From an optimization exercise on the open Yosys and OpenROAD flow, aimed at small area, a short achievable clock period and few clock cycles per item; shortcuts taken in it are not production practice. Only simulation tests tie the RTL to the original design; equivalence was not proved. Power and IR drop assume default switching activity.

===== config.mk =====
export PLATFORM = sky130hd
export DESIGN_NAME = s8b_decoder
export DESIGN_NICKNAME = s8b_decoder
export VERILOG_FILES = /design/flow/design.v
export SDC_FILE = /design/flow/constraint.sdc
export NUM_CORES = 4
export LEC_CHECK = 0
export ABC_AREA = 1
export CAP_MARGIN = 20
export CORE_MARGIN = 2
export CORE_UTILIZATION = 55
export SETUP_SLACK_MARGIN = 4.2
export SLEW_MARGIN = 20

===== flow/abc.script =====
strash
ifraig
dc2
dc2
strash
&get -n
&dch -f
&nf -R 1000
&put
topo

===== standard.sh =====
#!/bin/bash
# synth_recipe.tcl (not shown) runs the flow's synth.tcl, then flattens the netlist and writes it again
# the make line also repeats each setting of config.mk as NAME=value (left out here)
make -C /OpenROAD-flow-scripts/flow DESIGN_CONFIG=/design/flow/config.mk WORK_HOME=/design/flow/orfs CLKGATE_MAP_FILE= SYNTH_SCRIPT=/design/flow/synth_recipe.tcl "${@:-finish}"

===== flow/run.sh =====
#!/bin/bash
# Own layout flow: the standard ORFS flow with two changes.
#  1. Synthesis is the standard one (synth_recipe.tcl, same passes, same
#     registers); only the ABC script that maps the combinational logic to
#     cells is replaced by flow/abc.script (area-oriented mapping without the
#     buffering/upsizing passes of ORFS's script; timing is repaired later by
#     the standard flow as usual).
#     Yosys's full-adder extraction is skipped too (ADDER_MAP_FILE empty), so
#     ABC maps the adders along with the rest.
#  2. Port buffers are the smallest buffer (buf_1) instead of ORFS's default
#     pick; every port still gets its buffer, and repair upsizes them as needed.
# Each step's full output goes to a log file in this folder (and ORFS's own
# logs under orfs/logs/).
set -euo pipefail
W=$(pwd)
rm -rf "$W/scripts_own"
cp -r "$FLOW_HOME/scripts" "$W/scripts_own"
cp "$W/flow/abc.script" "$W/scripts_own/abc_area.script"
cp "$W/flow/abc.script" "$W/scripts_own/abc_speed.script"
bash standard.sh SCRIPTS_DIR="$W/scripts_own" ADDER_MAP_FILE= synth > "$W/run_synth.log" 2>&1
bash standard.sh "BUFFER_PORTS_ARGS=-buffer_cell sky130_fd_sc_hd__buf_1" finish > "$W/run_layout.log" 2>&1

===== constraint.sdc =====
create_clock -name core_clock -period 7.5 [get_ports {clk}]
set_input_delay 1.5000 -clock core_clock [delete_from_list [all_inputs] [get_ports {clk}]]
set_output_delay 1.5000 -clock core_clock [all_outputs]
set_load 0.01 [all_outputs]

===== design.v =====
`timescale 1ns/1ps
module s8b_decoder (
    input  wire        clk,
    input  wire        rst,
    input  wire        in_valid,
    output wire        in_ready,
    input  wire [63:0] in_word,
    output wire        out_valid,
    input  wire        out_ready,
    output wire [31:0] out_data,
    output wire        out_last,
    output wire [5:0]  out_width,
    output wire        err
);
    function s8b_pen;
        input [3:0] s;
        input [5:0] sh;
        case (s)
            4'd2: s8b_pen = (sh == 6'd58);
            4'd3: s8b_pen = (sh == 6'd56);
            4'd4: s8b_pen = (sh == 6'd54);
            4'd5: s8b_pen = (sh == 6'd52);
            4'd6: s8b_pen = (sh == 6'd50);
            4'd7: s8b_pen = (sh == 6'd48);
            4'd8: s8b_pen = (sh == 6'd42);
            4'd9: s8b_pen = (sh == 6'd40);
            4'd10: s8b_pen = (sh == 6'd40);
            4'd11: s8b_pen = (sh == 6'd36);
            4'd12: s8b_pen = (sh == 6'd30);
            4'd13: s8b_pen = (sh == 6'd20);
            4'd14: s8b_pen = (sh == 6'd0);
            default: s8b_pen = 1'b0;
        endcase
    endfunction
    reg        ov;           
    reg [31:0] od;           
    reg        ol;           
    reg [3:0]  maxsel;       
    reg        err_r;
    reg        done_r;       
    reg        ht_r;         
    reg        first_r;      
    reg        last_r;       
    reg [5:0]  shamt;        
    reg [6:0]  pos;          
    wire [3:0] sel     = in_word[63:60];
    wire       sel_lo  = ~|sel[3:1];                     
    wire       sel_15  = &sel;
    wire       big     = |in_word[59:32];
    wire       bad_now = sel_lo || (sel_15 && big);      
    wire [3:0] sgt    = sel & ~maxsel;
    wire [3:0] seq    = ~(sel ^ maxsel);
    wire       sel_gt = sgt[3] | (seq[3] & (sgt[2] | (seq[2] & (sgt[1] | (seq[1] & sgt[0])))));
    wire can_load = !ov || out_ready;
    wire rd_ok = first_r || iv_r;
    reg ra_r, r3_r;
    assign in_ready = ra_r || (r3_r && out_ready);
    wire take = in_valid && in_ready;
    wire adv  = can_load && in_valid && !ht_r && rd_ok;
    wire good = in_valid && !ht_r && rd_ok && !(first_r && bad_now);
    wire err_nx  = err_r || (take && (first_r || done_r) && bad_now);
    wire done_nx = (done_r && !take) || (adv && first_r && (sel_15 || sel_lo) && !take);
    reg [31:0] field;
    wire [38:0] lsh5;
    assign lsh5[0] = shamt[5] ? in_word[32] : in_word[0];
    assign lsh5[1] = shamt[5] ? in_word[33] : in_word[1];
    assign lsh5[2] = shamt[5] ? in_word[34] : in_word[2];
    assign lsh5[3] = shamt[5] ? in_word[35] : in_word[3];
    assign lsh5[4] = shamt[5] ? in_word[36] : in_word[4];
    assign lsh5[5] = shamt[5] ? in_word[37] : in_word[5];
    assign lsh5[6] = shamt[5] ? in_word[38] : in_word[6];
    assign lsh5[7] = shamt[5] ? in_word[39] : in_word[7];
    assign lsh5[8] = shamt[5] ? in_word[40] : in_word[8];
    assign lsh5[9] = shamt[5] ? in_word[41] : in_word[9];
    assign lsh5[10] = shamt[5] ? in_word[42] : in_word[10];
    assign lsh5[11] = shamt[5] ? in_word[43] : in_word[11];
    assign lsh5[12] = shamt[5] ? in_word[44] : in_word[12];
    assign lsh5[13] = shamt[5] ? in_word[45] : in_word[13];
    assign lsh5[14] = shamt[5] ? in_word[46] : in_word[14];
    assign lsh5[15] = shamt[5] ? in_word[47] : in_word[15];
    assign lsh5[16] = shamt[5] ? in_word[48] : in_word[16];
    assign lsh5[17] = shamt[5] ? in_word[49] : in_word[17];
    assign lsh5[18] = shamt[5] ? in_word[50] : in_word[18];
    assign lsh5[19] = shamt[5] ? in_word[51] : in_word[19];
    assign lsh5[20] = shamt[5] ? in_word[52] : in_word[20];
    assign lsh5[21] = shamt[5] ? in_word[53] : in_word[21];
    assign lsh5[22] = shamt[5] ? in_word[54] : in_word[22];
    assign lsh5[23] = shamt[5] ? in_word[55] : in_word[23];
    assign lsh5[24] = shamt[5] ? in_word[56] : in_word[24];
    assign lsh5[25] = shamt[5] ? in_word[57] : in_word[25];
    assign lsh5[26] = shamt[5] ? in_word[58] : in_word[26];
    assign lsh5[27] = shamt[5] ? in_word[59] : in_word[27];
    assign lsh5[28] = shamt[5] ? 1'b0 : in_word[28];
    assign lsh5[29] = shamt[5] ? 1'b0 : in_word[29];
    assign lsh5[30] = shamt[5] ? 1'b0 : in_word[30];
    assign lsh5[31] = shamt[5] ? 1'b0 : in_word[31];
    assign lsh5[32] = shamt[5] ? 1'b0 : in_word[32];
    assign lsh5[33] = shamt[5] ? 1'b0 : in_word[33];
    assign lsh5[34] = shamt[5] ? 1'b0 : in_word[34];
    assign lsh5[35] = shamt[5] ? 1'b0 : in_word[35];
    assign lsh5[36] = shamt[5] ? 1'b0 : in_word[36];
    assign lsh5[37] = shamt[5] ? 1'b0 : in_word[37];
    assign lsh5[38] = shamt[5] ? 1'b0 : in_word[38];
    wire [22:0] lsh4;
    assign lsh4[0] = shamt[4] ? lsh5[16] : lsh5[0];
    assign lsh4[1] = shamt[4] ? lsh5[17] : lsh5[1];
    assign lsh4[2] = shamt[4] ? lsh5[18] : lsh5[2];
    assign lsh4[3] = shamt[4] ? lsh5[19] : lsh5[3];
    assign lsh4[4] = shamt[4] ? lsh5[20] : lsh5[4];
    assign lsh4[5] = shamt[4] ? lsh5[21] : lsh5[5];
    assign lsh4[6] = shamt[4] ? lsh5[22] : lsh5[6];
    assign lsh4[7] = shamt[4] ? lsh5[23] : lsh5[7];
    assign lsh4[8] = shamt[4] ? lsh5[24] : lsh5[8];
    assign lsh4[9] = shamt[4] ? lsh5[25] : lsh5[9];
    assign lsh4[10] = shamt[4] ? lsh5[26] : lsh5[10];
    assign lsh4[11] = shamt[4] ? lsh5[27] : lsh5[11];
    assign lsh4[12] = shamt[4] ? lsh5[28] : lsh5[12];
    assign lsh4[13] = shamt[4] ? lsh5[29] : lsh5[13];
    assign lsh4[14] = shamt[4] ? lsh5[30] : lsh5[14];
    assign lsh4[15] = shamt[4] ? lsh5[31] : lsh5[15];
    assign lsh4[16] = shamt[4] ? lsh5[32] : lsh5[16];
    assign lsh4[17] = shamt[4] ? lsh5[33] : lsh5[17];
    assign lsh4[18] = shamt[4] ? lsh5[34] : lsh5[18];
    assign lsh4[19] = shamt[4] ? lsh5[35] : lsh5[19];
    assign lsh4[20] = shamt[4] ? lsh5[36] : lsh5[20];
    assign lsh4[21] = shamt[4] ? lsh5[37] : lsh5[21];
    assign lsh4[22] = shamt[4] ? lsh5[38] : lsh5[22];
    wire [14:0] lsh3;
    assign lsh3[0] = shamt[3] ? lsh4[8] : lsh4[0];
    assign lsh3[1] = shamt[3] ? lsh4[9] : lsh4[1];
    assign lsh3[2] = shamt[3] ? lsh4[10] : lsh4[2];
    assign lsh3[3] = shamt[3] ? lsh4[11] : lsh4[3];
    assign lsh3[4] = shamt[3] ? lsh4[12] : lsh4[4];
    assign lsh3[5] = shamt[3] ? lsh4[13] : lsh4[5];
    assign lsh3[6] = shamt[3] ? lsh4[14] : lsh4[6];
    assign lsh3[7] = shamt[3] ? lsh4[15] : lsh4[7];
    assign lsh3[8] = shamt[3] ? lsh4[16] : lsh4[8];
    assign lsh3[9] = shamt[3] ? lsh4[17] : lsh4[9];
    assign lsh3[10] = shamt[3] ? lsh4[18] : lsh4[10];
    assign lsh3[11] = shamt[3] ? lsh4[19] : lsh4[11];
    assign lsh3[12] = shamt[3] ? lsh4[20] : lsh4[12];
    assign lsh3[13] = shamt[3] ? lsh4[21] : lsh4[13];
    assign lsh3[14] = shamt[3] ? lsh4[22] : lsh4[14];
    wire [10:0] lsh2;
    assign lsh2[0] = shamt[2] ? lsh3[4] : lsh3[0];
    assign lsh2[1] = shamt[2] ? lsh3[5] : lsh3[1];
    assign lsh2[2] = shamt[2] ? lsh3[6] : lsh3[2];
    assign lsh2[3] = shamt[2] ? lsh3[7] : lsh3[3];
    assign lsh2[4] = shamt[2] ? lsh3[8] : lsh3[4];
    assign lsh2[5] = shamt[2] ? lsh3[9] : lsh3[5];
    assign lsh2[6] = shamt[2] ? lsh3[10] : lsh3[6];
    assign lsh2[7] = shamt[2] ? lsh3[11] : lsh3[7];
    assign lsh2[8] = shamt[2] ? lsh3[12] : lsh3[8];
    assign lsh2[9] = shamt[2] ? lsh3[13] : lsh3[9];
    assign lsh2[10] = shamt[2] ? lsh3[14] : lsh3[10];
    wire [8:0] lsh1;
    assign lsh1[0] = shamt[1] ? lsh2[2] : lsh2[0];
    assign lsh1[1] = shamt[1] ? lsh2[3] : lsh2[1];
    assign lsh1[2] = shamt[1] ? lsh2[4] : lsh2[2];
    assign lsh1[3] = shamt[1] ? lsh2[5] : lsh2[3];
    assign lsh1[4] = shamt[1] ? lsh2[6] : lsh2[4];
    assign lsh1[5] = shamt[1] ? lsh2[7] : lsh2[5];
    assign lsh1[6] = shamt[1] ? lsh2[8] : lsh2[6];
    assign lsh1[7] = shamt[1] ? lsh2[9] : lsh2[7];
    assign lsh1[8] = shamt[1] ? lsh2[10] : lsh2[8];
    wire [7:0] lsh0;
    assign lsh0[0] = shamt[0] ? lsh1[1] : lsh1[0];
    assign lsh0[1] = shamt[0] ? lsh1[2] : lsh1[1];
    assign lsh0[2] = shamt[0] ? lsh1[3] : lsh1[2];
    assign lsh0[3] = shamt[0] ? lsh1[4] : lsh1[3];
    assign lsh0[4] = shamt[0] ? lsh1[5] : lsh1[4];
    assign lsh0[5] = shamt[0] ? lsh1[6] : lsh1[5];
    assign lsh0[6] = shamt[0] ? lsh1[7] : lsh1[6];
    assign lsh0[7] = shamt[0] ? lsh1[8] : lsh1[7];
    always @(*) field[7:0] = lsh0[7:0];
    always @(*)
        case (shamt)
            6'd0: field[8] = in_word[8];
            6'd10: field[8] = in_word[18];
            6'd12: field[8] = in_word[20];
            6'd15: field[8] = in_word[23];
            6'd20: field[8] = in_word[28];
            6'd24: field[8] = in_word[32];
            6'd30: field[8] = in_word[38];
            6'd36: field[8] = in_word[44];
            6'd40: field[8] = in_word[48];
            6'd45: field[8] = in_word[53];
            6'd48: field[8] = in_word[56];
            6'd50: field[8] = in_word[58];
            default: field[8] = 1'b0;
        endcase
    always @(*)
        case (shamt)
            6'd0: field[9] = in_word[9];
            6'd10: field[9] = in_word[19];
            6'd12: field[9] = in_word[21];
            6'd15: field[9] = in_word[24];
            6'd20: field[9] = in_word[29];
            6'd24: field[9] = in_word[33];
            6'd30: field[9] = in_word[39];
            6'd36: field[9] = in_word[45];
            6'd40: field[9] = in_word[49];
            6'd45: field[9] = in_word[54];
            6'd48: field[9] = in_word[57];
            6'd50: field[9] = in_word[59];
            default: field[9] = 1'b0;
        endcase
    always @(*)
        case (shamt)
            6'd0: field[10] = in_word[10];
            6'd12: field[10] = in_word[22];
            6'd15: field[10] = in_word[25];
            6'd20: field[10] = in_word[30];
            6'd24: field[10] = in_word[34];
            6'd30: field[10] = in_word[40];
            6'd36: field[10] = in_word[46];
            6'd40: field[10] = in_word[50];
            6'd45: field[10] = in_word[55];
            6'd48: field[10] = in_word[58];
            default: field[10] = 1'b0;
        endcase
    always @(*)
        case (shamt)
            6'd0: field[11] = in_word[11];
            6'd12: field[11] = in_word[23];
            6'd15: field[11] = in_word[26];
            6'd20: field[11] = in_word[31];
            6'd24: field[11] = in_word[35];
            6'd30: field[11] = in_word[41];
            6'd36: field[11] = in_word[47];
            6'd40: field[11] = in_word[51];
            6'd45: field[11] = in_word[56];
            6'd48: field[11] = in_word[59];
            default: field[11] = 1'b0;
        endcase
    always @(*)
        case (shamt)
            6'd0: field[12] = in_word[12];
            6'd15: field[12] = in_word[27];
            6'd20: field[12] = in_word[32];
            6'd30: field[12] = in_word[42];
            6'd40: field[12] = in_word[52];
            6'd45: field[12] = in_word[57];
            default: field[12] = 1'b0;
        endcase
    always @(*)
        case (shamt)
            6'd0: field[13] = in_word[13];
            6'd15: field[13] = in_word[28];
            6'd20: field[13] = in_word[33];
            6'd30: field[13] = in_word[43];
            6'd40: field[13] = in_word[53];
            6'd45: field[13] = in_word[58];
            default: field[13] = 1'b0;
        endcase
    always @(*)
        case (shamt)
            6'd0: field[14] = in_word[14];
            6'd15: field[14] = in_word[29];
            6'd20: field[14] = in_word[34];
            6'd30: field[14] = in_word[44];
            6'd40: field[14] = in_word[54];
            6'd45: field[14] = in_word[59];
            default: field[14] = 1'b0;
        endcase
    always @(*)
        case (shamt)
            6'd0: field[15] = in_word[15];
            6'd20: field[15] = in_word[35];
            6'd30: field[15] = in_word[45];
            6'd40: field[15] = in_word[55];
            default: field[15] = 1'b0;
        endcase
    always @(*)
        case (shamt)
            6'd0: field[16] = in_word[16];
            6'd20: field[16] = in_word[36];
            6'd30: field[16] = in_word[46];
            6'd40: field[16] = in_word[56];
            default: field[16] = 1'b0;
        endcase
    always @(*)
        case (shamt)
            6'd0: field[17] = in_word[17];
            6'd20: field[17] = in_word[37];
            6'd30: field[17] = in_word[47];
            6'd40: field[17] = in_word[57];
            default: field[17] = 1'b0;
        endcase
    always @(*)
        case (shamt)
            6'd0: field[18] = in_word[18];
            6'd20: field[18] = in_word[38];
            6'd30: field[18] = in_word[48];
            6'd40: field[18] = in_word[58];
            default: field[18] = 1'b0;
        endcase
    always @(*)
        case (shamt)
            6'd0: field[19] = in_word[19];
            6'd20: field[19] = in_word[39];
            6'd30: field[19] = in_word[49];
            6'd40: field[19] = in_word[59];
            default: field[19] = 1'b0;
        endcase
    always @(*)
        case (shamt)
            6'd0: field[20] = in_word[20];
            6'd30: field[20] = in_word[50];
            default: field[20] = 1'b0;
        endcase
    always @(*)
        case (shamt)
            6'd0: field[21] = in_word[21];
            6'd30: field[21] = in_word[51];
            default: field[21] = 1'b0;
        endcase
    always @(*)
        case (shamt)
            6'd0: field[22] = in_word[22];
            6'd30: field[22] = in_word[52];
            default: field[22] = 1'b0;
        endcase
    always @(*)
        case (shamt)
            6'd0: field[23] = in_word[23];
            6'd30: field[23] = in_word[53];
            default: field[23] = 1'b0;
        endcase
    always @(*)
        case (shamt)
            6'd0: field[24] = in_word[24];
            6'd30: field[24] = in_word[54];
            default: field[24] = 1'b0;
        endcase
    always @(*)
        case (shamt)
            6'd0: field[25] = in_word[25];
            6'd30: field[25] = in_word[55];
            default: field[25] = 1'b0;
        endcase
    always @(*)
        case (shamt)
            6'd0: field[26] = in_word[26];
            6'd30: field[26] = in_word[56];
            default: field[26] = 1'b0;
        endcase
    always @(*)
        case (shamt)
            6'd0: field[27] = in_word[27];
            6'd30: field[27] = in_word[57];
            default: field[27] = 1'b0;
        endcase
    always @(*)
        case (shamt)
            6'd0: field[28] = in_word[28];
            6'd30: field[28] = in_word[58];
            default: field[28] = 1'b0;
        endcase
    always @(*)
        case (shamt)
            6'd0: field[29] = in_word[29];
            6'd30: field[29] = in_word[59];
            default: field[29] = 1'b0;
        endcase
    always @(*) field[30] = in_word[30];
    always @(*) field[31] = in_word[31];
    wire [5:0] b =
        (sel == 4'd2) ? 6'd1 :
        (sel == 4'd3) ? 6'd2 :
        (sel == 4'd4) ? 6'd3 :
        (sel == 4'd5) ? 6'd4 :
        (sel == 4'd6) ? 6'd5 :
        (sel == 4'd7) ? 6'd6 :
        (sel == 4'd8) ? 6'd7 :
        (sel == 4'd9) ? 6'd8 :
        (sel == 4'd10) ? 6'd10 :
        (sel == 4'd11) ? 6'd12 :
        (sel == 4'd12) ? 6'd15 :
        (sel == 4'd13) ? 6'd20 :
        (sel == 4'd14) ? 6'd30 :
        6'd60;
    wire [31:0] mask;
    assign mask[0] = (sel[3] | (sel[2] | sel[1]));    
    assign mask[1] = (sel[3] | (sel[2] | (sel[1] & sel[0])));    
    assign mask[2] = (sel[3] | sel[2]);    
    assign mask[3] = (sel[3] | (sel[2] & (sel[1] | sel[0])));    
    assign mask[4] = (sel[3] | (sel[2] & sel[1]));    
    assign mask[5] = (sel[3] | (sel[2] & (sel[1] & sel[0])));    
    assign mask[6] = sel[3];    
    assign mask[7] = (sel[3] & (sel[2] | (sel[1] | sel[0])));    
    assign mask[8] = (sel[3] & (sel[2] | sel[1]));    
    assign mask[9] = (sel[3] & (sel[2] | sel[1]));    
    assign mask[10] = (sel[3] & (sel[2] | (sel[1] & sel[0])));    
    assign mask[11] = (sel[3] & (sel[2] | (sel[1] & sel[0])));    
    assign mask[12] = (sel[3] & sel[2]);    
    assign mask[13] = (sel[3] & sel[2]);    
    assign mask[14] = (sel[3] & sel[2]);    
    assign mask[15] = (sel[3] & (sel[2] & (sel[1] | sel[0])));    
    assign mask[16] = (sel[3] & (sel[2] & (sel[1] | sel[0])));    
    assign mask[17] = (sel[3] & (sel[2] & (sel[1] | sel[0])));    
    assign mask[18] = (sel[3] & (sel[2] & (sel[1] | sel[0])));    
    assign mask[19] = (sel[3] & (sel[2] & (sel[1] | sel[0])));    
    assign mask[20] = (sel[3] & (sel[2] & sel[1]));    
    assign mask[21] = (sel[3] & (sel[2] & sel[1]));    
    assign mask[22] = (sel[3] & (sel[2] & sel[1]));    
    assign mask[23] = (sel[3] & (sel[2] & sel[1]));    
    assign mask[24] = (sel[3] & (sel[2] & sel[1]));    
    assign mask[25] = (sel[3] & (sel[2] & sel[1]));    
    assign mask[26] = (sel[3] & (sel[2] & sel[1]));    
    assign mask[27] = (sel[3] & (sel[2] & sel[1]));    
    assign mask[28] = (sel[3] & (sel[2] & sel[1]));    
    assign mask[29] = (sel[3] & (sel[2] & sel[1]));    
    assign mask[30] = (sel[3] & (sel[2] & (sel[1] & sel[0])));    
    assign mask[31] = (sel[3] & (sel[2] & (sel[1] & sel[0])));    
    wire [31:0] value = field & mask;
    wire [5:0] wdec =
        (maxsel == 4'd2) ? 6'd1 :
        (maxsel == 4'd3) ? 6'd2 :
        (maxsel == 4'd4) ? 6'd3 :
        (maxsel == 4'd5) ? 6'd4 :
        (maxsel == 4'd6) ? 6'd5 :
        (maxsel == 4'd7) ? 6'd6 :
        (maxsel == 4'd8) ? 6'd7 :
        (maxsel == 4'd9) ? 6'd8 :
        (maxsel == 4'd10) ? 6'd10 :
        (maxsel == 4'd11) ? 6'd12 :
        (maxsel == 4'd12) ? 6'd15 :
        (maxsel == 4'd13) ? 6'd20 :
        (maxsel == 4'd14) ? 6'd30 :
        6'd60;
    reg  [3:0] sel_r;
    reg        iv_r;
    always @(posedge clk) begin
        sel_r <= sel;
        iv_r  <= in_valid;
    end
    wire [5:0] b_r =
        (sel_r == 4'd2) ? 6'd1 :
        (sel_r == 4'd3) ? 6'd2 :
        (sel_r == 4'd4) ? 6'd3 :
        (sel_r == 4'd5) ? 6'd4 :
        (sel_r == 4'd6) ? 6'd5 :
        (sel_r == 4'd7) ? 6'd6 :
        (sel_r == 4'd8) ? 6'd7 :
        (sel_r == 4'd9) ? 6'd8 :
        (sel_r == 4'd10) ? 6'd10 :
        (sel_r == 4'd11) ? 6'd12 :
        (sel_r == 4'd12) ? 6'd15 :
        (sel_r == 4'd13) ? 6'd20 :
        (sel_r == 4'd14) ? 6'd30 :
        6'd60;
    wire [5:0] sh_nx  = first_r ? b : shamt + b_r;
    wire       pen_nx = first_r ? (sel == 4'd14) : s8b_pen(sel_r, shamt);
    assign out_valid = ov;
    assign out_data  = od;
    assign out_last  = (pos == 7'd0);
    assign out_width = wdec;
    assign err       = err_r;
    always @(posedge clk) begin
        if (can_load)
            od <= value;
        if (adv) begin
            maxsel <= (pos == 7'd0 || sel_gt) ? sel : maxsel;
        end
    end
    wire ov_nx    = can_load ? good : ov;
    wire first_nx = take || (first_r && !adv);
    wire last_nx  = adv ? ((pos == 7'd126) || (!take && pen_nx)) : last_r;
    wire lr_nx    = last_nx && (first_nx || in_valid);
    always @(posedge clk) begin
        if (rst) begin
            ra_r <= 1'b0;
            r3_r <= 1'b0;
        end else begin
            ra_r <= err_nx || done_nx || (lr_nx && !ov_nx);
            r3_r <= lr_nx && ov_nx;
        end
    end
    always @(posedge clk) begin
        if (rst) begin
            ov      <= 1'b0;
            err_r   <= 1'b0;
            done_r  <= 1'b0;
            ht_r    <= 1'b0;
            first_r <= 1'b1;
            last_r  <= 1'b0;
            shamt   <= 6'd0;
            pos     <= 7'd0;
        end else begin
            err_r  <= err_nx;
            done_r <= done_nx;
            ht_r   <= err_nx || done_nx;
            if (can_load)
                ov <= good;
            if (adv)
                pos <= pos + 7'd1;
            if (take) begin
                first_r <= 1'b1;
                shamt   <= 6'd0;
            end else if (adv) begin
                first_r <= 1'b0;
                shamt   <= sh_nx;
            end
            if (adv)
                last_r <= (pos == 7'd126) || (!take && pen_nx);
        end
    end
endmodule

==> results_tabular.tex, run 1 <==
\begin{tabular}{lr}
\hline
Metric & Value \\
\hline
\multicolumn{2}{l}{\textbf{Run status}} \\
Outcome & complete, no violations \\
\multicolumn{2}{l}{\textbf{CTS}} \\
TritonCTS clock tree & done \\
Number of clock buffers inserted by TritonCTS & 9 \\
Root Driver & sky130\_fd\_sc\_hd\_\_clkbuf\_8 \\
Clock sink total & 62 \\
CTS HTree Levels & 3 \\
Max Buffers Root-to-Sink & 2 \\
Clock transition at the registers of the reported paths & 0.07 ns \\
Latest clock arrival within the worst-skew pair & 0.36 ns \\
\multicolumn{2}{l}{\textbf{GRT}} \\
Met2 layer usage reported by global route & 0.561 \\
Fraction of met3 tracks used by global routing & 0.116 \\
Antenna violations before repair & 0 \\
Via count of the first global-routing pass & 4,615 \\
First-pass GRT wire length & 24.7 mm \\
Sum of overflow across all layers after global routing & 0 \\
Pin count of the biggest net entering global routing & 25 \\
Layer with the highest usage after global routing & met2 \\
Total GRT Usage & 0.380 \\
Routing usage on met1 & 0.529 \\
\multicolumn{2}{l}{\textbf{Finish}} \\
Fraction of final layout cells with drive strength greater than 1 & 0.0797 \\
Layout area overhead & 23.0\% \\
Layout Nets & 678 \\
Final-layout fill cell count & between 600 and 700 \\
Count of antenna diodes in the layout & 0 \\
Number of standard cells in the layout, taps in and fillers out & 714 \\
\multicolumn{2}{l}{\textbf{Timing}} \\
Final hold viol count & 0 \\
Finish-stage setup viols & 0 \\
Final clock skew & roughly 0.013 ns \\
Unrepaired setup endpoints after global routing & yes \\
Highest attainable clock frequency & $\sim$0.29 GHz \\
Tcrit/Tclk final & 0.454 \\
Worst relative slew slack & 0.451 \\
Actual slew at the worst max-slew pin & 0.824 ns \\
Final setup TNS & 0 ns \\
Pins over their slew limit & 0 \\
Fin crit period & 3.41 ns \\
\multicolumn{2}{l}{\textbf{Worst setup path}} \\
Worst setup path class & in2out \\
Critical path endpoint category & primary output \\
Launching element type of the critical path & input pin \\
Maximum fanout encountered on the critical timing path & 2 \\
Critical path required time & 6.00 ns \\
Worst endpoint data arrival time & 1.91 ns \\
Critical path cell sequence & buf\_6 -> a21o\_1 -> buf\_2 \\
Slowest Stage Delay on Critical Path & 0.16 ns \\
Slowest library cell on the worst path & sky130\_fd\_sc\_hd\_\_a21o\_1 \\
\multicolumn{2}{l}{\textbf{Yosys}} \\
Count leader, synth & sky130\_fd\_sc\_hd\_\_nor2\_1 \\
Proportion of netlist area held by the largest area contributor & 0.262 \\
Post-Syn Nets & 546 \\
Instance count of the mapped netlist & 478 \\
Top cell type by total area after synthesis & sky130\_fd\_sc\_hd\_\_edfxtp\_1 \\
Number of synthesized flops with an enable pin & 36 \\
Most numerous cell types in the synthesized netlist & 52 x sky130\_fd\_sc\_hd\_\_nor2\_1, 45 x sky130\_fd\_sc\_hd\_\_a21oi\_1, 44 x sky130\_fd\_sc\_hd\_\_nand2\_1, 37 x sky130\_fd\_sc\_hd\_\_a22oi\_1, 36 x sky130\_fd\_sc\_hd\_\_edfxtp\_1 \\
Count of warnings emitted by yosys & 1 \\
Average instance area after synthesis & $\sim$8.6 µm² \\
Post-synthesis register bit count & 62 \\
Number of distinct standard cells referenced by the synthesized netlist & 51 \\
Netlist area before placement & 4120 µm² \\
Top flip-flop cell by instance count after synthesis & sky130\_fd\_sc\_hd\_\_edfxtp\_1 \\
Async set-or-reset flop fraction in the synthesized netlist & 0 \\
Sequential element share of the synthesized area & 0.389 \\
Leading post-synthesis cells by cell area & sky130\_fd\_sc\_hd\_\_edfxtp\_1 26\%, sky130\_fd\_sc\_hd\_\_dfxtp\_1 13\%, sky130\_fd\_sc\_hd\_\_a22oi\_1 6.7\% \\
\multicolumn{2}{l}{\textbf{Floorplan}} \\
Total I/O pin count & 110 \\
Vertical extent of the die & 90.6 µm \\
Initial core utilization & 0.568 \\
Total die area & 8200 µm² \\
CORE AREA & 7250 µm² \\
Number of standard-cell rows in the floorplan & 31 \\
Floorplan die width & between 90 and 100 µm \\
\multicolumn{2}{l}{\textbf{Pwr}} \\
Cell area power density & 224 nW/µm² \\
Post-layout total power & approximately 1.1 mW \\
Peak ir drop on the vdd network & 0.0997 mV \\
Leakage dissipation & approximately 1.7 nW \\
\multicolumn{2}{l}{\textbf{Placement}} \\
Detail Placement HPWL & 11.3 mm \\
Cell total after placement & a little under 700 \\
Number of I/O port buffers & 109 \\
Global placer's final weighted congestion & 1.04 \\
\multicolumn{2}{l}{\textbf{Route}} \\
\# DRC & 0 \\
Initial DRC count & 957 \\
WL final & 16.1 mm \\
Count of vias placed by the detailed router & between 5,000 and 6,000 \\
First-pass iteration count of the detailed router & 7 \\
DR WL/cell & 22.5 µm \\
ANT nets after route & 0 \\
Vias per Instance & 7.05 \\
\multicolumn{2}{l}{\textbf{Worst hold path}} \\
Path type of the worst min-delay path & reg2reg \\
\multicolumn{2}{l}{\textbf{Flow run}} \\
MaxCap Viol Count & 0 \\
\hline
\end{tabular}
## per-stage QoR
step                      instance area [µm²]  utilization  hold slack [ns]  setup WS, ns
after CTS                                5000        0.690            0.475          4.08
after global placement                   4720        0.650            0.448          3.85
after global routing                     5070        0.699            0.498          4.03
after floorplan                          4120            -            0.468          4.26
after detailed placement                 4740        0.654            0.461          3.83
final                                    5070        0.699            0.480          4.09
## power breakdown
group,total [mW],leakage [nW],internal [mW],switching (mW)
Combinational,0.355,0.960,0.130,0.226
Sequential,0.447,0.624,0.404,0.0431
Clock,0.335,0.115,0.179,0.156
## final timing paths
check | from | endpoint | slack, ns | depth (start not counted)
max | out_ready | in_ready | 4.09 | 3
min | err_r | err_r | 0.48 | 2
max reg2reg | shamt[5] | ra_r | 4.34 | 13
min reg2reg | err_r | err_r | 0.48 | 2
## kinds of logic after synthesis
family / Yosys count / synth area share
buffers and inverters: 15 / 0.0137
muxes: 14 / 0.0352
and+or+nand+nor: 176 / 0.206
DFF: 62 / 0.389
xor gates and xnor gates: 13 / 0.0276
AOI/OAI and AO/OA: 196 / 0.324
adders and majority gates: 2 / 0.00486
## critical path, delay by kind of cell
family                 cells  cell delay (ns)
AOI/OAI and AO/OA          1             0.16
buffers and inverters      2             0.24
## registers in the layout, summed over array words and instances, names as in the netlist
name     count
od          32
pos          7
shamt        6
maxsel       4
sel_r        4
done_r       1
err_r        1
first_r      1
ht_r         1
iv_r         1
last_r       1
ov           1
r3_r         1
ra_r         1
## repair_timing
| action | in CTS | in global routing |
|---|---|---|
| cloned | 0 | 0 |
| setup buffers | 2 | 1 |
| endpoints found under the setup margin | 5 | 8 |
| resized for setup | 8 | 18 |
| hold buffers | 0 | 0 |
| pin swaps | 1 | 1 |
## routing by layer
layer  vias to the layer above  routed length (µm)  share of wire
met2                       470                7100           0.44
li1                       2204                   -              -
met1                      2276                6150           0.38
met5                         -                   0              0
met3                        82                2260           0.14
met4                         0                 556          0.035
## area by class of cell
cell class              instances  area (µm²)  share of cell area
well taps                      99         124              0.0244
multi-input cells             401        2530               0.499
clock inverters                 6        72.6              0.0143
inverters                      15        56.3              0.0111
clock buffers                  10         149              0.0294
flip-flops and latches         62        1610               0.318
repair buffers                121         529               0.104
## cell usage in the layout, fill, tap and decap left out, types with 6 or more instances in the layout
cell type,instances
sky130_fd_sc_hd__a21oi_1,45
sky130_fd_sc_hd__a221oi_1,7
sky130_fd_sc_hd__a222oi_1,10
sky130_fd_sc_hd__a22oi_1,37
sky130_fd_sc_hd__a31oi_1,7
sky130_fd_sc_hd__a32oi_1,8
sky130_fd_sc_hd__and2_0,6
sky130_fd_sc_hd__and3_1,7
sky130_fd_sc_hd__buf_1,106
sky130_fd_sc_hd__buf_4,11
sky130_fd_sc_hd__clkbuf_8,9
sky130_fd_sc_hd__clkinv_1,15
sky130_fd_sc_hd__dfxtp_1,20
sky130_fd_sc_hd__dfxtp_2,6
sky130_fd_sc_hd__edfxtp_1,36
sky130_fd_sc_hd__mux2i_1,10
sky130_fd_sc_hd__nand2_1,44
sky130_fd_sc_hd__nand3_1,12
sky130_fd_sc_hd__nand4_1,6
sky130_fd_sc_hd__nor2_1,51
sky130_fd_sc_hd__nor3_1,7
sky130_fd_sc_hd__nor4_1,10
sky130_fd_sc_hd__o211ai_1,7
sky130_fd_sc_hd__o21ai_0,35
sky130_fd_sc_hd__xnor2_1,11
Testbench counts, summed over its fixed seeds: cycles 25,005, items 24,576.
==> run 2: changes to the inputs <==
--- a/config.mk
+++ b/config.mk
@@ -10,3 +10,6 @@
 export CORE_MARGIN = 2
-export CORE_UTILIZATION = 55
+export CORE_UTILIZATION = 65
+export CTS_BUF_LIST = sky130_fd_sc_hd__clkbuf_16
+export CTS_CLUSTER_DIAMETER = 200
+export CTS_CLUSTER_SIZE = 32
 export SETUP_SLACK_MARGIN = 4.2
==> results_tabular.tex, run 2 <==
\begin{tabular}{lr}
\hline
Metric & Value \\
\hline
\multicolumn{2}{l}{\textbf{Run status}} \\
Outcome & complete, no violations \\
\multicolumn{2}{l}{\textbf{Timing}} \\
Final setup TNS & 0 ns (unchanged) \\
Fin crit period & 3.39 ns (-0.0146 ns) \\
Finish-stage setup viols & 0 (unchanged) \\
Tcrit/Tclk final & 0.452 (-0.00194) \\
Highest attainable clock frequency & 0.295 GHz (+0.43\%) \\
Actual slew at the worst max-slew pin & 0.756 ns (-0.0672 ns) \\
Final hold viol count & 0 (unchanged) \\
Final clock skew & 0.00721 ns (-0.00603 ns) \\
Final worst-path setup slack & 4.11 ns (+0.0146 ns) \\
Worst relative slew slack & 0.495 (+0.0441) \\
Unrepaired setup endpoints after global routing & yes \\
Pins over their slew limit & 0 (unchanged) \\
\multicolumn{2}{l}{\textbf{Yosys}} \\
Average instance area after synthesis & 8.62 µm² (unchanged) \\
Post-Syn Nets & 546 (unchanged) \\
Count of warnings emitted by yosys & 1 (unchanged) \\
Async set-or-reset flop fraction in the synthesized netlist & 0 (unchanged) \\
Sequential element share of the synthesized area & 0.389 (unchanged) \\
Number of synthesized flops with an enable pin & 36 (unchanged) \\
Proportion of netlist area held by the largest area contributor & 0.262 (unchanged) \\
Leading post-synthesis cells by cell area & sky130\_fd\_sc\_hd\_\_edfxtp\_1 26\%, sky130\_fd\_sc\_hd\_\_dfxtp\_1 13\%, sky130\_fd\_sc\_hd\_\_a22oi\_1 6.7\% \\
Netlist area before placement & 4120 µm² (unchanged) \\
Count leader, synth & sky130\_fd\_sc\_hd\_\_nor2\_1 \\
Top flip-flop cell by instance count after synthesis & sky130\_fd\_sc\_hd\_\_edfxtp\_1 \\
Most numerous cell types in the synthesized netlist & 52 x sky130\_fd\_sc\_hd\_\_nor2\_1, 45 x sky130\_fd\_sc\_hd\_\_a21oi\_1, 44 x sky130\_fd\_sc\_hd\_\_nand2\_1, 37 x sky130\_fd\_sc\_hd\_\_a22oi\_1, 36 x sky130\_fd\_sc\_hd\_\_edfxtp\_1 \\
Instance count of the mapped netlist & 478 (unchanged) \\
Number of distinct standard cells referenced by the synthesized netlist & 51 (unchanged) \\
Top cell type by total area after synthesis & sky130\_fd\_sc\_hd\_\_edfxtp\_1 \\
Post-synthesis register bit count & 62 (unchanged) \\
\multicolumn{2}{l}{\textbf{Worst setup path}} \\
Critical path endpoint category & primary output \\
Delay-heaviest family, CP & buffers and inverters \\
Worst setup path class & in2out \\
Buf/Inv on CP & 2 (unchanged) \\
Worst endpoint data arrival time & 1.89 ns (-0.02 ns) \\
Maximum fanout encountered on the critical timing path & 2 (unchanged) \\
Worst reg2reg path startpoint & shamt[2] \\
Crit Reg-Reg Endpoint & ra\_r \\
Total number of cells along the worst setup path & 3 (unchanged) \\
Launching element type of the critical path & input pin \\
Critical path cell sequence & buf\_6 -> a21o\_1 -> buf\_2 \\
Number of cell instances on the worst register-to-register path & 11 (-2) \\
Slowest Stage Delay on Critical Path & 0.16 ns (about the same) \\
Slack of the worst reg-to-reg path & 4.17 ns (-0.17 ns) \\
Slowest library cell on the worst path & sky130\_fd\_sc\_hd\_\_a21o\_1 \\
Critical path required time & 6.00 ns (about the same) \\
\multicolumn{2}{l}{\textbf{Pwr}} \\
Share of total power in the clock network & 0.358 (+0.064) \\
Combinational cell fraction of total power & 0.282 (-0.030) \\
Fraction of power spent switching nets & 0.356 (-0.0170) \\
Cell area power density & 247 nW/µm² (+10\%) \\
Post-layout total power & 1.26 mW (+11\%) \\
Peak ir drop on the vdd network & 0.211 mV (+110\%) \\
Net switching power figure & 0.450 mW (+6.0\%) \\
Leakage dissipation & 1.73 nW (+1.9\%) \\
Sequential fraction of design power & 0.359 (-0.034) \\
Cell-internal power & 0.813 mW (+14\%) \\
\multicolumn{2}{l}{\textbf{Worst hold path}} \\
Hold path startpoint & err\_r \\
Path type of the worst min-delay path & reg2reg \\
Hold Path End & err\_r \\
Hold path depth & 2 (unchanged) \\
\multicolumn{2}{l}{\textbf{Placement}} \\
Detail Placement HPWL & 11.1 mm (-2.2\%) \\
Global placer's final weighted congestion & 1.06 (+2.7\%) \\
Number of I/O port buffers & 109 (unchanged) \\
Post-place setup slack & 3.90 ns (+0.0653 ns) \\
\multicolumn{2}{l}{\textbf{Finish}} \\
Layout area overhead & 24.1\% \\
Register bank with the most flops & od \\
Layout Nets & 676 (-0.29\%) \\
Fraction of final layout cells with drive strength greater than 1 & 0.0783 (-0.00137) \\
Commonest cells after routing, fill and taps aside & 105 x sky130\_fd\_sc\_hd\_\_buf\_1, 51 x sky130\_fd\_sc\_hd\_\_nor2\_1, 44 x sky130\_fd\_sc\_hd\_\_a21oi\_1, 44 x sky130\_fd\_sc\_hd\_\_nand2\_1, 37 x sky130\_fd\_sc\_hd\_\_a22oi\_1 \\
Most common cell after layout, fill and taps aside & sky130\_fd\_sc\_hd\_\_buf\_1 \\
Top flop regs & od x32, pos x7, shamt x6 \\
Max FFs per register & 32 (unchanged) \\
Utilization after layout & 0.819 (+0.121) \\
Count of antenna diodes in the layout & 0 (unchanged) \\
\multicolumn{2}{l}{\textbf{Floorplan}} \\
Total die area & 6990 µm² (-15\%) \\
Number of standard-cell rows in the floorplan & 29 (-6.5\%) \\
Initial core utilization & 0.660 (+0.0921) \\
Floorplan die width & 83.6 µm (-7.7\%) \\
Total I/O pin count & 110 (unchanged) \\
CORE AREA & 6240 µm² (-14\%) \\
Vertical extent of the die & 83.6 µm (-7.7\%) \\
\multicolumn{2}{l}{\textbf{Route}} \\
DR WL/cell & 24.1 µm (+6.8\%) \\
Amount of wire on met2 after detailed routing & 7.10 mm (-0.13\%) \\
WL final & 16.6 mm (+3.2\%) \\
Top routing layer in use & met4 \\
Initial DRC count & 1,024 (+7.0\%) \\
Vias per Instance & 7.67 (+8.8\%) \\
Total met3 wirelength after detailed routing & 2.69 mm (+19\%) \\
First-pass iteration count of the detailed router & 12 (+5) \\
ANT nets after route & 0 (unchanged) \\
Wire length the detailed router placed on met1 & 5.49 mm (-11\%) \\
Count of vias placed by the detailed router & 5,290 (+5.1\%) \\
\# DRC & 0 (unchanged) \\
\multicolumn{2}{l}{\textbf{CTS}} \\
TritonCTS clock tree & done \\
CTS HTree Levels & 3 (unchanged) \\
Number of clock buffers inserted by TritonCTS & 9 (unchanged) \\
Root Driver & sky130\_fd\_sc\_hd\_\_clkbuf\_16 \\
Max Buffers Root-to-Sink & 2 (unchanged) \\
Hold buffer count at cts & 0 (unchanged) \\
Clock transition at the registers of the reported paths & 0.06 ns (about the same) \\
Clock sink total & 62 (unchanged) \\
Latest clock arrival within the worst-skew pair & 0.34 ns (-0.02 ns) \\
\multicolumn{2}{l}{\textbf{GRT}} \\
Antenna violations before repair & 1 (+1) \\
Pin count of the biggest net entering global routing & 25 (unchanged) \\
Sum of overflow across all layers after global routing & 0 (unchanged) \\
Total GRT Usage & 0.458 (+0.0777) \\
First-pass GRT wire length & 25.1 mm (+1.7\%) \\
Via count of the first global-routing pass & 4,755 (+3.0\%) \\
\multicolumn{2}{l}{\textbf{Flow run}} \\
MaxCap Viol Count & 0 (unchanged) \\
\hline
\end{tabular}
## run 2: power groups by stage
stage	logic [mW]	clock network, mW	registers (mW)
floorplan	0.194	0	0.456
global placement	0.321	0	0.451
detailed placement	0.327	0	0.454
CTS	0.334	0.448	0.448
global route	0.376	0.462	0.456
finish	0.357	0.453	0.454
## run 2: cell type report
| class | count | area (µm²) |
|---|---|---|
| sequential | 62 | 1610 |
| clock inverter | 6 | 63.8 |
| clock buffer | 10 | 250 |
| timing repair buffer | 119 | 513 |
| inverter | 15 | 56.3 |
| tap | 77 | 96.3 |
| multi-input combinational | 401 | 2520 |
| fill | 408 | 1130 |
## run 2: kinds of logic (layout without fill, tap and decap cells)
kind of cell             after synthesis  count (layout)  share of synthesized area
AO/OA/AOI/OAI                        196             196                      0.324
XOR/XNOR                              13              13                     0.0276
adder cells (fa/ha/maj)                2               2                    0.00486
buffers and inverters                 15             150                     0.0137
flip-flops                            62              62                      0.389
multiplexers                          14              14                     0.0352
AND/OR/NAND/NOR                      176             176                      0.206
## run 2: worst max-delay path by stage
stage,from,slack [ns],endpoint
after floorplan,out_ready,4.26,pos[6]
after global placement,in_word[53],3.93,od[3]
after detailed placement,in_word[57],3.90,od[0]
after CTS,out_ready,4.11,in_ready
after global routing,in_valid,4.09,ra_r
final,out_ready,4.11,in_ready
## run 2: through the flow
step | cells | hold slack, ns | cell area, µm²
2_1_floorplan | 478 | 0.468 | 4120
3_3_place_gp | 670 | 0.455 | 4670
3_5_place_dp | 672 | 0.456 | 4700
4_1_cts | 689 | 0.471 | 5030
5_1_grt | 690 | 0.519 | 5110
6_report | 690 | 0.496 | 5110
## run 2: routing by layer
metal,GRT usage,vias up
li1,-,2193
met1,0.580,2338
met2,0.689,608
met3,0.150,151
met4,0.254,0
met5,0,-
## run 2: repair_timing
item | CTS | global route
pin swaps | 1 | 2
setup buffers | 1 | 1
setup endpoints to repair | 4 | 13
endpoints found under the hold margin | 0 | 0
resized for setup | 3 | 29
## run 2: worst reg2reg max path, cell delays in order, from the launching register on
cell	delay, ns
sky130_fd_sc_hd__dfxtp_2	0.56
sky130_fd_sc_hd__nand2b_1	0.30
sky130_fd_sc_hd__nor3_2	0.44
sky130_fd_sc_hd__and2_1	0.61
sky130_fd_sc_hd__a22oi_1	0.20
sky130_fd_sc_hd__o2111ai_1	0.15
sky130_fd_sc_hd__a21oi_1	0.10
sky130_fd_sc_hd__nor4b_1	0.31
sky130_fd_sc_hd__a211oi_1	0.12
sky130_fd_sc_hd__nor2_1	0.20
sky130_fd_sc_hd__o211ai_1	0.17
sky130_fd_sc_hd__nand2b_1	0.12
==> run 3: changes to the inputs <==
--- a/design.v
+++ b/design.v
@@ -456,3 +456,3 @@
     assign out_data  = od;
-    assign out_last  = (pos == 7'd0);
+    assign out_last  = ol;
     assign out_width = wdec;
@@ -463,2 +463,3 @@
         if (adv) begin
+            ol     <= (pos == 7'd127);
             maxsel <= (pos == 7'd0 || sel_gt) ? sel : maxsel;
--- a/flow/run.sh
+++ b/flow/run.sh
@@ -4,3 +4,3 @@
 #     registers); only the ABC script that maps the combinational logic to
-#     cells is replaced by flow/abc.script (area-oriented mapping without the
+#     cells is replaced by flow/abc.script (area-oriented mapping, after a time-limited deep AIG resynthesis, without the
 #     buffering/upsizing passes of ORFS's script; timing is repaired later by
==> flow/abc.script (replaced) <==
strash
ifraig
dc2
strash
&get -n
&deepsyn -T 120
&put
strash
&get -n
&dch -f
&nf -R 1000
&put
--- a/config.mk
+++ b/config.mk
@@ -10,6 +10,3 @@
 export CORE_MARGIN = 2
-export CORE_UTILIZATION = 65
-export CTS_BUF_LIST = sky130_fd_sc_hd__clkbuf_16
-export CTS_CLUSTER_DIAMETER = 200
-export CTS_CLUSTER_SIZE = 32
+export CORE_UTILIZATION = 55
 export SETUP_SLACK_MARGIN = 4.2
==> results_tabular.tex, run 3 <==
\begin{tabular}{lr}
\hline
Metric & Value \\
\hline
\multicolumn{2}{l}{\textbf{Run status}} \\
Outcome & complete, no violations \\
\multicolumn{2}{l}{\textbf{Finish}} \\
Register bank with the most flops & od \\
Final-layout fill cell count & 629 (+54\%) \\
Layout area overhead & 21.9\% \\
Fraction of final layout cells with drive strength greater than 1 & 0.0626 (-0.0157) \\
Layout Nets & 670 (-0.89\%) \\
Most common cell after layout, fill and taps aside & sky130\_fd\_sc\_hd\_\_buf\_1 \\
Top flop regs & od x32, pos x7, shamt x6 \\
Count of antenna diodes in the layout & 0 (unchanged) \\
Commonest cells after routing, fill and taps aside & 104 x sky130\_fd\_sc\_hd\_\_buf\_1, 59 x sky130\_fd\_sc\_hd\_\_nand2\_1, 47 x sky130\_fd\_sc\_hd\_\_nor2\_1, 44 x sky130\_fd\_sc\_hd\_\_a21oi\_1, 37 x sky130\_fd\_sc\_hd\_\_edfxtp\_1 \\
Max FFs per register & 32 (unchanged) \\
Utilization after layout & 0.684 (-0.136) \\
Post-route design area & 4880 µm² (-4.6\%) \\
Number of standard cells in the layout, taps in and fillers out & 706 (+2.3\%) \\
\multicolumn{2}{l}{\textbf{Yosys}} \\
Post-synthesis register bit count & 63 (+1.6\%) \\
Most numerous cell types in the synthesized netlist & 59 x sky130\_fd\_sc\_hd\_\_nand2\_1, 47 x sky130\_fd\_sc\_hd\_\_nor2\_1, 44 x sky130\_fd\_sc\_hd\_\_a21oi\_1, 37 x sky130\_fd\_sc\_hd\_\_edfxtp\_1, 32 x sky130\_fd\_sc\_hd\_\_o21ai\_0 \\
Count leader, synth & sky130\_fd\_sc\_hd\_\_nand2\_1 \\
Number of distinct standard cells referenced by the synthesized netlist & 47 (-7.8\%) \\
Netlist area before placement & 4000 µm² (-2.9\%) \\
Average instance area after synthesis & 8.46 µm² (-1.9\%) \\
Leading post-synthesis cells by cell area & sky130\_fd\_sc\_hd\_\_edfxtp\_1 28\%, sky130\_fd\_sc\_hd\_\_dfxtp\_1 13\%, sky130\_fd\_sc\_hd\_\_nand2\_1 5.5\% \\
Count of warnings emitted by yosys & 1 (unchanged) \\
Top cell type by total area after synthesis & sky130\_fd\_sc\_hd\_\_edfxtp\_1 \\
Instance count of the mapped netlist & 473 (-1.0\%) \\
Async set-or-reset flop fraction in the synthesized netlist & 0 (unchanged) \\
Number of synthesized flops with an enable pin & 37 (+2.8\%) \\
Proportion of netlist area held by the largest area contributor & 0.278 (+0.0153) \\
Sequential element share of the synthesized area & 0.408 (+0.0191) \\
Top flip-flop cell by instance count after synthesis & sky130\_fd\_sc\_hd\_\_edfxtp\_1 \\
Post-Syn Nets & 541 (-0.92\%) \\
\multicolumn{2}{l}{\textbf{Timing}} \\
Final worst-path setup slack & 4.08 ns (-0.0241 ns) \\
Pins over their slew limit & 0 (unchanged) \\
Worst relative slew slack & 0.346 (-0.149) \\
Post-route worst hold slack & 0.477 ns (-0.0195 ns) \\
Final clock skew & 0.00853 ns (+0.00133 ns) \\
Finish-stage setup viols & 0 (unchanged) \\
Highest attainable clock frequency & 0.293 GHz (-0.71\%) \\
Unrepaired setup endpoints after global routing & yes \\
Final hold viol count & 0 (unchanged) \\
Actual slew at the worst max-slew pin & 0.978 ns (+0.222 ns) \\
Fin crit period & 3.42 ns (+0.0241 ns) \\
Tcrit/Tclk final & 0.456 (+0.00322) \\
Final setup TNS & 0 ns (unchanged) \\
\multicolumn{2}{l}{\textbf{Floorplan}} \\
CORE AREA & 7140 µm² (+14\%) \\
Total die area & 7970 µm² (+14\%) \\
Vertical extent of the die & 89.3 µm (+6.8\%) \\
Initial core utilization & 0.561 (-0.0995) \\
Total I/O pin count & 110 (unchanged) \\
Floorplan die width & 89.3 µm (+6.8\%) \\
Number of standard-cell rows in the floorplan & 31 (+6.9\%) \\
\multicolumn{2}{l}{\textbf{Worst setup path}} \\
Critical path cell sequence & buf\_8 -> a21o\_1 -> buf\_2 \\
Critical path required time & 6.00 ns (about the same) \\
Critical path endpoint category & primary output \\
Delay-heaviest family, CP & buffers and inverters \\
Launching element type of the critical path & input pin \\
Worst setup path class & in2out \\
Maximum fanout encountered on the critical timing path & 3 (+1) \\
Worst endpoint data arrival time & 1.92 ns (+0.03 ns) \\
Slowest library cell on the worst path & sky130\_fd\_sc\_hd\_\_a21o\_1 \\
Slowest Stage Delay on Critical Path & 0.18 ns (+0.02 ns) \\
Buf/Inv on CP & 2 (unchanged) \\
\multicolumn{2}{l}{\textbf{CTS}} \\
Max Buffers Root-to-Sink & 2 (unchanged) \\
Number of clock buffers inserted by TritonCTS & 9 (unchanged) \\
Latest clock arrival within the worst-skew pair & 0.35 ns (about the same) \\
TritonCTS clock tree & done \\
Clock sink total & 63 (+1.6\%) \\
Hold buffer count at cts & 0 (unchanged) \\
CTS HTree Levels & 3 (unchanged) \\
Clock transition at the registers of the reported paths & 0.07 ns (about the same) \\
Root Driver & sky130\_fd\_sc\_hd\_\_clkbuf\_8 \\
\multicolumn{2}{l}{\textbf{GRT}} \\
Total GRT Usage & 0.375 (-0.0826) \\
Pin count of the biggest net entering global routing & 35 (+40\%) \\
Antenna violations before repair & 0 (-1) \\
First-pass GRT wire length & 22.3 mm (-11\%) \\
Sum of overflow across all layers after global routing & 0 (unchanged) \\
Via count of the first global-routing pass & 4,213 (-11\%) \\
\multicolumn{2}{l}{\textbf{Route}} \\
Top routing layer in use & met4 \\
Vias per Instance & 6.92 (-9.8\%) \\
Total met3 wirelength after detailed routing & 1.87 mm (-31\%) \\
DR WL/cell & 21.4 µm (-11\%) \\
Amount of wire on met2 after detailed routing & 6.57 mm (-7.3\%) \\
WL final & 15.1 mm (-8.9\%) \\
First-pass iteration count of the detailed router & 7 (-5) \\
Initial DRC count & 909 (-11\%) \\
Wire length the detailed router placed on met1 & 5.94 mm (+8.1\%) \\
ANT nets after route & 0 (unchanged) \\
\# DRC & 0 (unchanged) \\
Count of vias placed by the detailed router & 4,883 (-7.7\%) \\
\multicolumn{2}{l}{\textbf{Placement}} \\
Number of I/O port buffers & 109 (unchanged) \\
Area of placed instances & 4570 µm² (-2.7\%) \\
Detail Placement HPWL & 10.8 mm (-2.3\%) \\
Post-place setup slack & 3.72 ns (-0.179 ns) \\
Global placer's final weighted congestion & 1.05 (-1.7\%) \\
Cell total after placement & 685 (+1.9\%) \\
\multicolumn{2}{l}{\textbf{Pwr}} \\
Cell area power density & 247 nW/µm² (about the same) \\
Peak ir drop on the vdd network & 0.135 mV (-36\%) \\
Post-layout total power & 1.21 mW (-4.5\%) \\
Leakage dissipation & 1.75 nW (+0.97\%) \\
\multicolumn{2}{l}{\textbf{Flow run}} \\
MaxCap Viol Count & 0 (unchanged) \\
\multicolumn{2}{l}{\textbf{Worst hold path}} \\
Path type of the worst min-delay path & reg2reg \\
\hline
\end{tabular}
==> run 3: cell count changes in the layout (fill, tap and decap cells not counted), moves of 10 or more <==
cell and delta:
sky130_fd_sc_hd__nand2_1 +15, sky130_fd_sc_hd__nor3_1 +14, sky130_fd_sc_hd__a22oi_1 -16, sky130_fd_sc_hd__clkbuf_8 +10
==> run 3: area by class of cell <==
cell class                      instances  area [µm²]  area share
Clock buffer                           11         163      0.0333
Clock inverter                          5        60.1      0.0123
Inverter                               11        41.3     0.00846
Multi-Input combinational cell        400        2370       0.486
Sequential cell                        63        1630       0.335
Tap cell                               99         124      0.0254
Timing Repair Buffer                  117         488       0.100
==> run 3: kinds of logic after synthesis <==
kind of cell / Yosys count / share of synthesized area
simple gates: 200 / 0.237
compound gates: 189 / 0.321
flops: 63 / 0.408
buf+inv: 11 / 0.0103
xor+xnor: 6 / 0.0131
mux: 4 / 0.0106
==> run 3: final timing paths <==
kind | end | depth (start not counted) | slack [ns] | startpoint
max reg2reg | od[7] | 6 | 4.25 | shamt[2]
min reg2reg | err_r | 2 | 0.48 | err_r
min | err_r | 2 | 0.48 | err_r
max | in_ready | 3 | 4.08 | out_ready
==> run 3: report_power, final <==
part	switching, mW	internal, mW	total (mW)
registers	0.0493	0.420	0.469
logic	0.262	0.142	0.404
clock network	0.147	0.185	0.332
==> run 3: per-layer routing <==
metal	global-route usage	vias to the layer above
met1	0.527	2194
li1	-	2159
met4	0.171	0
met2	0.570	447
met5	0	-
met3	0.0572	83
==> run 3: worst register-to-register path: cells and delay by family, from the launching register on <==
kind / cells / cell delay (ns)
DFF: 1 / 0.90
AOI/OAI and AO/OA: 4 / 1.06
and+or+nand+nor: 2 / 1.02
==> run 3: repair_timing <==
item | in CTS | in global routing
gates resized for setup | 6 | 11
cloned | 0 | 1
buffers inserted | 0 | 4
endpoints found under the setup margin | 7 | 15
pin swaps | 0 | 5
Testbench counts of run 3, summed over its fixed seeds: cycles 25,005, items 24,576.
==> run 4: changes to the inputs <==
--- a/design.v
+++ b/design.v
@@ -456,3 +456,3 @@
     assign out_data  = od;
-    assign out_last  = ol;
+    assign out_last  = (pos == 7'd0);
     assign out_width = wdec;
@@ -463,3 +463,2 @@
         if (adv) begin
-            ol     <= (pos == 7'd127);
             maxsel <= (pos == 7'd0 || sel_gt) ? sel : maxsel;
==> results_tabular.tex, run 4 <==
\begin{tabular}{lr}
\hline
Metric & Value \\
\hline
\multicolumn{2}{l}{\textbf{Worst hold path}} \\
Hold Path End & err\_r \\
Path type of the worst min-delay path & reg2reg \\
Hold path depth & 2 (unchanged) \\
Hold path startpoint & err\_r \\
\multicolumn{2}{l}{\textbf{Floorplan}} \\
Floorplan die width & 88.8 µm (-0.57\%) \\
Number of standard-cell rows in the floorplan & 30 (-3.2\%) \\
Vertical extent of the die & 88.8 µm (-0.57\%) \\
CORE AREA & 6870 µm² (-3.8\%) \\
Total I/O pin count & 110 (unchanged) \\
Initial core utilization & 0.576 (+0.0149) \\
Total die area & 7880 µm² (-1.1\%) \\
\multicolumn{2}{l}{\textbf{Yosys}} \\
Post-synthesis register bit count & 62 (-1.6\%) \\
Count of warnings emitted by yosys & 1 (unchanged) \\
Proportion of synthesized area in mux cells & 0.0158 (+0.00519) \\
Adder-Cell Fraction of Synth Area & 0.00506 (+0.00506) \\
Top cell type by total area after synthesis & sky130\_fd\_sc\_hd\_\_edfxtp\_1 \\
Async set-or-reset flop fraction in the synthesized netlist & 0 (unchanged) \\
Top flip-flop cell by instance count after synthesis & sky130\_fd\_sc\_hd\_\_edfxtp\_1 \\
Sequential element share of the synthesized area & 0.405 (-0.00269) \\
Number of distinct standard cells referenced by the synthesized netlist & 47 (unchanged) \\
Proportion of netlist area held by the largest area contributor & 0.273 (-0.00426) \\
Post-synthesis share of cell area spent on and, or, nand and nor gates & 0.226 (-0.0108) \\
Number of synthesized flops with an enable pin & 36 (-2.7\%) \\
Post-Syn Nets & 530 (-2.0\%) \\
Netlist area before placement & 3950 µm² (-1.2\%) \\
Leading post-synthesis cells by cell area & sky130\_fd\_sc\_hd\_\_edfxtp\_1 27\%, sky130\_fd\_sc\_hd\_\_dfxtp\_1 13\%, sky130\_fd\_sc\_hd\_\_a21oi\_1 5.9\% \\
Synth Area in XOR/XNOR & 0.0244 (+0.0112) \\
Count leader, synth & sky130\_fd\_sc\_hd\_\_nand2\_1 \\
Compound-gate portion of the synthesized area & 0.315 (-0.00626) \\
Dominant combinational cell family by area after synthesis & compound AO/OA/AOI/OAI gates \\
Most numerous cell types in the synthesized netlist & 57 x sky130\_fd\_sc\_hd\_\_nand2\_1, 52 x sky130\_fd\_sc\_hd\_\_nor2\_1, 47 x sky130\_fd\_sc\_hd\_\_a21oi\_1, 36 x sky130\_fd\_sc\_hd\_\_edfxtp\_1, 27 x sky130\_fd\_sc\_hd\_\_o21ai\_0 \\
Average instance area after synthesis & 8.56 µm² (+1.2\%) \\
Instance count of the mapped netlist & 462 (-2.3\%) \\
\multicolumn{2}{l}{\textbf{Placement}} \\
Cell total after placement & 674 (-1.6\%) \\
Global placer's final weighted congestion & 1.00 (-4.4\%) \\
Post-place setup slack & 3.59 ns (-0.129 ns) \\
Detail Placement HPWL & 10.9 mm (+0.57\%) \\
Number of I/O port buffers & 109 (unchanged) \\
\multicolumn{2}{l}{\textbf{Timing}} \\
Unrepaired setup endpoints after global routing & yes \\
Worst relative slew slack & 0.259 (-0.0868) \\
Tcrit/Tclk final & 0.451 (-0.00501) \\
Final hold viol count & 0 (unchanged) \\
Actual slew at the worst max-slew pin & 1.10 ns (+0.124 ns) \\
Fin crit period & 3.38 ns (-0.0376 ns) \\
Highest attainable clock frequency & 0.296 GHz (+1.1\%) \\
Final setup TNS & 0 ns (unchanged) \\
Final worst-path setup slack & 4.12 ns (+0.0376 ns) \\
Finish-stage setup viols & 0 (unchanged) \\
Pins over their slew limit & 0 (unchanged) \\
Final clock skew & 0.0131 ns (+0.00461 ns) \\
\multicolumn{2}{l}{\textbf{Finish}} \\
Top flop regs & od x32, pos x7, shamt x6 \\
Layout area overhead & 22.2\% \\
Utilization after layout & 0.703 (+0.0197) \\
Layout Nets & 660 (-1.5\%) \\
Fraction of final layout cells with drive strength greater than 1 & 0.0637 (+0.00105) \\
Max FFs per register & 32 (unchanged) \\
Commonest cells after routing, fill and taps aside & 104 x sky130\_fd\_sc\_hd\_\_buf\_1, 57 x sky130\_fd\_sc\_hd\_\_nand2\_1, 52 x sky130\_fd\_sc\_hd\_\_nor2\_1, 47 x sky130\_fd\_sc\_hd\_\_a21oi\_1, 36 x sky130\_fd\_sc\_hd\_\_edfxtp\_1 \\
Final-layout fill cell count & 535 (-15\%) \\
Most common cell after layout, fill and taps aside & sky130\_fd\_sc\_hd\_\_buf\_1 \\
Count of antenna diodes in the layout & 0 (unchanged) \\
Register bank with the most flops & od \\
Number of standard cells in the layout, taps in and fillers out & 693 (-1.8\%) \\
\multicolumn{2}{l}{\textbf{CTS}} \\
CTS HTree Levels & 3 (unchanged) \\
TritonCTS clock tree & done \\
Latest clock arrival within the worst-skew pair & 0.35 ns (about the same) \\
Hold buffer count at cts & 0 (unchanged) \\
Max Buffers Root-to-Sink & 2 (unchanged) \\
Root Driver & sky130\_fd\_sc\_hd\_\_clkbuf\_8 \\
Number of clock buffers inserted by TritonCTS & 9 (unchanged) \\
Clock sink total & 62 (-1.6\%) \\
Clock transition at the registers of the reported paths & 0.08 ns (about the same) \\
\multicolumn{2}{l}{\textbf{Route}} \\
First-pass iteration count of the detailed router & 9 (+2) \\
\# DRC & 0 (unchanged) \\
WL final & 15.3 mm (+0.93\%) \\
Count of vias placed by the detailed router & 4,832 (-1.0\%) \\
DR WL/cell & 22.0 µm (+2.8\%) \\
Vias per Instance & 6.97 (+0.81\%) \\
ANT nets after route & 0 (unchanged) \\
Initial DRC count & 911 (+0.22\%) \\
\multicolumn{2}{l}{\textbf{Worst setup path}} \\
Worst reg2reg path startpoint & shamt[4] \\
Launching element type of the critical path & input pin \\
Number of cell instances on the worst register-to-register path & 10 (+4) \\
Slack of the worst reg-to-reg path & 4.57 ns (+0.32 ns) \\
Crit Reg-Reg Endpoint & od[7] \\
Critical path endpoint category & primary output \\
Worst endpoint data arrival time & 1.88 ns (-0.04 ns) \\
Worst setup path class & in2out \\
Maximum fanout encountered on the critical timing path & 2 (-1) \\
Critical path required time & 6.00 ns (about the same) \\
\multicolumn{2}{l}{\textbf{GRT}} \\
Antenna violations before repair & 0 (unchanged) \\
Sum of overflow across all layers after global routing & 0 (unchanged) \\
Via count of the first global-routing pass & 4,398 (+4.4\%) \\
First-pass GRT wire length & 22.6 mm (+1.2\%) \\
Pin count of the biggest net entering global routing & 35 (unchanged) \\
Total GRT Usage & 0.382 (+0.00675) \\
\multicolumn{2}{l}{\textbf{Pwr}} \\
Leakage dissipation & 1.69 nW (-3.0\%) \\
Post-layout total power & 1.34 mW (+11\%) \\
Cell area power density & 277 nW/µm² (+12\%) \\
Peak ir drop on the vdd network & 0.146 mV (+8.4\%) \\
\multicolumn{2}{l}{\textbf{Flow run}} \\
MaxCap Viol Count & 0 (unchanged) \\
\multicolumn{2}{l}{\textbf{Run status}} \\
Outcome & complete, no violations \\
\hline
\end{tabular}
==> run 4: kinds of logic after synthesis <==
family,Yosys count
and+or+nand+nor,191
DFF,62
AOI/OAI and AO/OA,181
muxes,6
buffers and inverters,9
xor gates and xnor gates,11
adders and majority gates,2
==> run 4: how the worst max path moves through the flow <==
stage	to	cells after the start	slack, ns	start
4_1_cts	in_ready	3	4.09	out_ready
5_1_grt	in_ready	3	4.10	out_ready
3_5_place_dp	r3_r	8	3.59	out_ready
6_report	in_ready	3	4.12	out_ready
2_1_floorplan	r3_r	7	4.28	out_ready
3_3_place_gp	r3_r	8	3.84	out_ready
==> run 4: cell type report <==
cell class	count	area [µm²]	share of cell area
inverters	9	35.0	0.00725
well taps	96	120	0.0249
multi-input cells	391	2370	0.491
clock buffers	10	138	0.0285
repair buffers	119	497	0.103
flip-flops and latches	62	1600	0.332
clock inverters	6	67.6	0.0140
==> run 4: what timing repair did <==
action	CTS	global route
gates resized for setup	4	8
setup buffers	3	0
setup endpoints to repair	8	10
pin swaps	2	1
==> run 4: critical path: stages <==
cell	delay (ns)
sky130_fd_sc_hd__buf_6	0.09
sky130_fd_sc_hd__a21o_1	0.15
sky130_fd_sc_hd__buf_2	0.14
==> run 4: power by group <==
part | internal (mW) | switching (mW) | total, mW
Sequential | 0.423 | 0.0382 | 0.462
Combinational | 0.194 | 0.375 | 0.569
Clock | 0.164 | 0.145 | 0.310
Total | 0.782 | 0.558 | 1.34
==> run 4: layer usage <==
metal	global-route usage	up-vias	wire (µm)
li1	-	2110	-
met1	0.506	2166	5770
met2	0.562	461	6610
met3	0.101	95	2050
met4	0.218	0	829
met5	0	-	0
==> run 4: metrics by stage <==
step / hold slack (ns) / instance area [µm²]
6_report: 0.471 / 4830
5_1_grt: 0.481 / 4830
4_1_cts: 0.471 / 4800
3_5_place_dp: 0.455 / 4550
3_3_place_gp: 0.454 / 4550
2_1_floorplan: 0.447 / 3970
Testbench counts of run 4, summed over its fixed seeds: cycles 25,005, items 24,576.

## port drivers added, routing unchanged
The flow's constraints put no driver on any port. The routed layouts listed below were extracted and timed again, unchanged, in two steps.
Step 1, drivers: a clkbuf_16 drives clk and a buf_2 each remaining input, both assumed.
Step 2 adds t to the input delays and takes it off the output delays; t is the mean of the earliest and latest rising clock arrival at the registers after step 1. Input paths then give back, and output paths get back, about the clock's delay inside the block.
Slacks: ideal / step 1 / step 2; pairs: ideal / step 1.
run | t (ns) | slack for setup (ns) | worst data-port slew with drivers (ns) | cell pins on the clock port's net
run 1 | 0.384 | 4.093 / 4.042 / 3.795 | 0.06 | 1
run 2 | 0.374 | 4.108 / 4.075 / 3.881 | 0.04 | 1
run 3 | 0.382 | 4.084 / 4.043 / 3.814 | 0.05 | 1
run 4 | 0.377 | 4.121 / 4.090 / 3.924 | 0.04 | 1
After both steps setup and hold are still met in every run listed. For run 1, which loses most, drivers alone change the setup slack by -0.051 ns; drivers and shift together by -0.298 ns.
